What follows belongs to an exercise in optimizing a design on an open flow for small area, a short achievable clock period and few clock cycles; a production flow would make more cautious choices.
In this exercise RTL edits were held to simulation tests only and were not proved equivalent to the original.

## job 8906
Design fvmc, start of the top module:
module fvmc (
    input  wire        clk,
    input  wire        rst,         
    input  wire        req,         
    input  wire        we,          
    input  wire [5:0]  addr,        
    input  wire [31:0] wdata,
    output wire        ack,         
    output reg  [31:0] rdata,       
    output wire [16:0] mot_yaw,
    output wire [16:0] mot_fwd
);
    localparam [5:0] A_CMD = 6'h00, A_ERR = 6'h01, A_PAYLOAD = 6'h02, A_FHI = 6'h03,
                     A_FLO = 6'h04, A_RESULT = 6'h05, A_STAT = 6'h06, A_COUNT = 6'h07,
                     A_DIST = 6'h08, A_TURN = 6'h09, A_STATE = 6'h0A, A_TARGET = 6'h0B,
                     A_POS = 6'h0C, A_VEL = 6'h0D, A_MYAW = 6'h0E, A_MFWD = 6'h0F,
                     A_ZCNT = 6'h10, A_DCNT = 6'h11, A_OPA = 6'h12, A_OPB = 6'h13,
                     A_OPRES = 6'h14, A_TDIST = 6'h15, A_SHEAD = 6'h18, A_SAX = 6'h19,
                     A_SAY = 6'h1A, A_SAZ = 6'h1B, A_SVALID = 6'h1C;
    localparam [7:0] OP_ENC = 8'h01, OP_DEC = 8'h02, OP_RXPUSH = 8'h03, OP_RXFLUSH = 8'h04,
                     OP_ENQ = 8'h10, OP_HALT = 8'h11, OP_TICK = 8'h12,
                     OP_HERR = 8'h20, OP_CORR = 8'h21;
    localparam integer E_CSUM = 0, E_ILL = 1, E_QFULL = 2, E_SENS = 3,
                       E_ENCOVF = 4, E_ACCSAT = 5, E_BUS = 6;
  ...
For scale: roughly 11,000 cells after synthesis, ~110 I/O pins.
clock: 90.0 ns
lec_check: 0
cap_margin: 30
core_margin: 2
core_utilization: 45
cts_cluster_diameter: 100
cts_cluster_size: 22
slew_margin: 30
standard.sh (not shown) runs the stock make flow with config.mk's settings and CLKGATE_MAP_FILE= SYNTH_SCRIPT=/design/flow/synth_recipe.tcl, a recipe that flattens the netlist after the stock synthesis.
==> flow/flow/run.sh <==
#!/bin/bash
# Own layout flow: the standard ORFS flow, with the port buffers built from
# sky130_fd_sc_hd__buf_4 cells instead of the resizer's default buffer choice.
# Each tool writes its own logs under orfs/logs; the driver's output goes to standard.log.
set -o pipefail
export BUFFER_PORTS_ARGS="-buffer_cell sky130_fd_sc_hd__buf_4"
# ask the timing repair for 51 ns of setup slack at the 90 ns clock
export SETUP_SLACK_MARGIN=51
bash standard.sh > standard.log 2>&1
Both conditions hold for job 8906: the flow ran to the end and the final layout passed the timing, design-rule and antenna checks.
Testbench counts of job 8906, summed over its fixed seeds: cycles 161,913.
[inputs] job 5551 vs job 8906
diff --git a/flow/flow/run.sh b/flow/flow/run.sh
--- a/flow/flow/run.sh
+++ b/flow/flow/run.sh
@@ -7,2 +7,2 @@
-# ask the timing repair for 51 ns of setup slack at the 90 ns clock
-export SETUP_SLACK_MARGIN=51
+# ask the timing repair for 52 ns of setup slack at the 90 ns clock
+export SETUP_SLACK_MARGIN=52
Findings:
Per the final summary, job 5551 finished and its layout is clean on timing, DRC and antenna. Job 5551 vs job 8906, final critical-path required period went down by 910 ps. Delta (job 5551 minus job 8906): non-clock buffer count grew by 169; clock buffer count from CTS grew by about 1.3%. Timing startpoint of the critical path: addr[4] -> job 5551, addr[1] -> job 8906.

========
fvmc, a different RTL version from the one above (not shown whole).
For scale: ~11000 cells after synthesis, about 1200 flip-flops, ~93000 µm² of cells after synthesis.
export LEC_CHECK = 0
export CAP_MARGIN = 30
export CORE_MARGIN = 2
export CORE_UTILIZATION = 45
export SETUP_SLACK_MARGIN = 2
export SLEW_MARGIN = 30
create_clock -name core_clock -period 90.0 [get_ports {clk}]
==> flow/flow/run.sh <==
#!/bin/bash
# Own layout flow: the standard ORFS flow, with the port buffers built from
# sky130_fd_sc_hd__buf_4 cells instead of the resizer's default buffer choice.
# Each tool writes its own logs under orfs/logs; the driver's output goes to standard.log.
set -o pipefail
export BUFFER_PORTS_ARGS="-buffer_cell sky130_fd_sc_hd__buf_4"
bash standard.sh > standard.log 2>&1
Testbench counts at the start, summed over its fixed seeds: cycles 162,131.
Next try:
==> flow/run.sh (new file) <==
#!/bin/bash
# synth_recipe.tcl (not shown) runs the flow's synth.tcl, then flattens the netlist and writes it again
# the make line also repeats each setting of config.mk as NAME=value (left out here)
make -C /OpenROAD-flow-scripts/flow DESIGN_CONFIG=/design/flow/config.mk WORK_HOME=/design/flow/orfs CLKGATE_MAP_FILE= SYNTH_SCRIPT=/design/flow/synth_recipe.tcl finish
- CORE_UTILIZATION: 45 -> 70
removed: flow/flow/run.sh
removed: flow/standard.sh
=> This time the run died in 5_1_grt. Synthesized area does not change. Synthesized cell count does not change.

========
Starting RTL as in the previous note.
Design fvmc, start of the top module:
module fvmc (
    input  wire        clk,
    input  wire        rst,         
    input  wire        req,         
    input  wire        we,          
    input  wire [5:0]  addr,        
    input  wire [31:0] wdata,
    output wire        ack,         
    output reg  [31:0] rdata,       
    output wire [16:0] mot_yaw,
    output wire [16:0] mot_fwd
);
==> flow/config.mk <==
export PLATFORM = sky130hd
export DESIGN_NAME = fvmc
export DESIGN_NICKNAME = fvmc
export VERILOG_FILES = /design/flow/design.v
export SDC_FILE = /design/flow/constraint.sdc
export NUM_CORES = 8
export LEC_CHECK = 0
export CAP_MARGIN = 30
export CORE_MARGIN = 2
export CORE_UTILIZATION = 52
export SETUP_SLACK_MARGIN = 2
export SLEW_MARGIN = 30
==> flow/constraint.sdc <==
create_clock -name core_clock -period 90.0 [get_ports {clk}]
set_input_delay 18.0000 -clock core_clock [delete_from_list [all_inputs] [get_ports {clk}]]
set_output_delay 18.0000 -clock core_clock [all_outputs]
set_load 0.01 [all_outputs]
run.sh (not shown) runs the stock make flow with config.mk's settings and CLKGATE_MAP_FILE= SYNTH_SCRIPT=/design/flow/synth_recipe.tcl, a recipe that flattens the netlist after the stock synthesis.
Stock flow here: none of the scripts above is used.
The baseline passed the timing, design-rule and antenna checks.
Testbench counts at the start, summed over its fixed seeds: cycles 162,131.
Then changed:
--- a/flow/config.mk
+++ b/flow/config.mk
@@ -9,3 +9,3 @@
 export CORE_MARGIN = 2
-export CORE_UTILIZATION = 52
+export CORE_UTILIZATION = 45
 export SETUP_SLACK_MARGIN = 2
The new run finished with timing, DRC and antenna clean; setup slack is worse by 190 ps; die area rose by about a fifth; worst hold slack is about the same; final cell count rose by a few percent; clock skew fell by 9.5 ps; register-to-register slack is worse by 720 ps.

==> static timing again, ports no longer ideal <==
How much do the figures lean on ideal ports? The routed layouts below were timed once more, with nothing changed but the port constraints. Step 1 assumes that a clkbuf_16 drives the clock port and a buf_2 every other input. Step 2 also shifts input and output timing later by t, the mid clock arrival at the registers, as if the neighbouring blocks saw the same clock. a / b / c = no drivers / after step 1 / after step 2; a / b = the first two.
run | t, ns | setup WS [ns] | worst setup path after step 2 | worst slew at a driven data input, ns
job 8906 | 0.841 | 50.847 / 50.681 / 50.681 | input to output | 0.32
job 5551 | 0.861 | 51.760 / 51.332 / 51.332 | input to output | 0.49
the first run of note 2 | 0.923 | 50.172 / 50.115 / 50.115 | input to output | 0.12
the first run of note 3 | 0.932 | 49.307 / 49.160 / 49.160 | input to output | 0.24
the second run of note 3 | 0.923 | 49.119 / 49.087 / 49.087 | input to output | 0.09
After both steps setup and hold are still met in every run listed. The setup slack of job 5551, which loses most, moves by -0.428 ns with the drivers and by -0.428 ns with both steps.
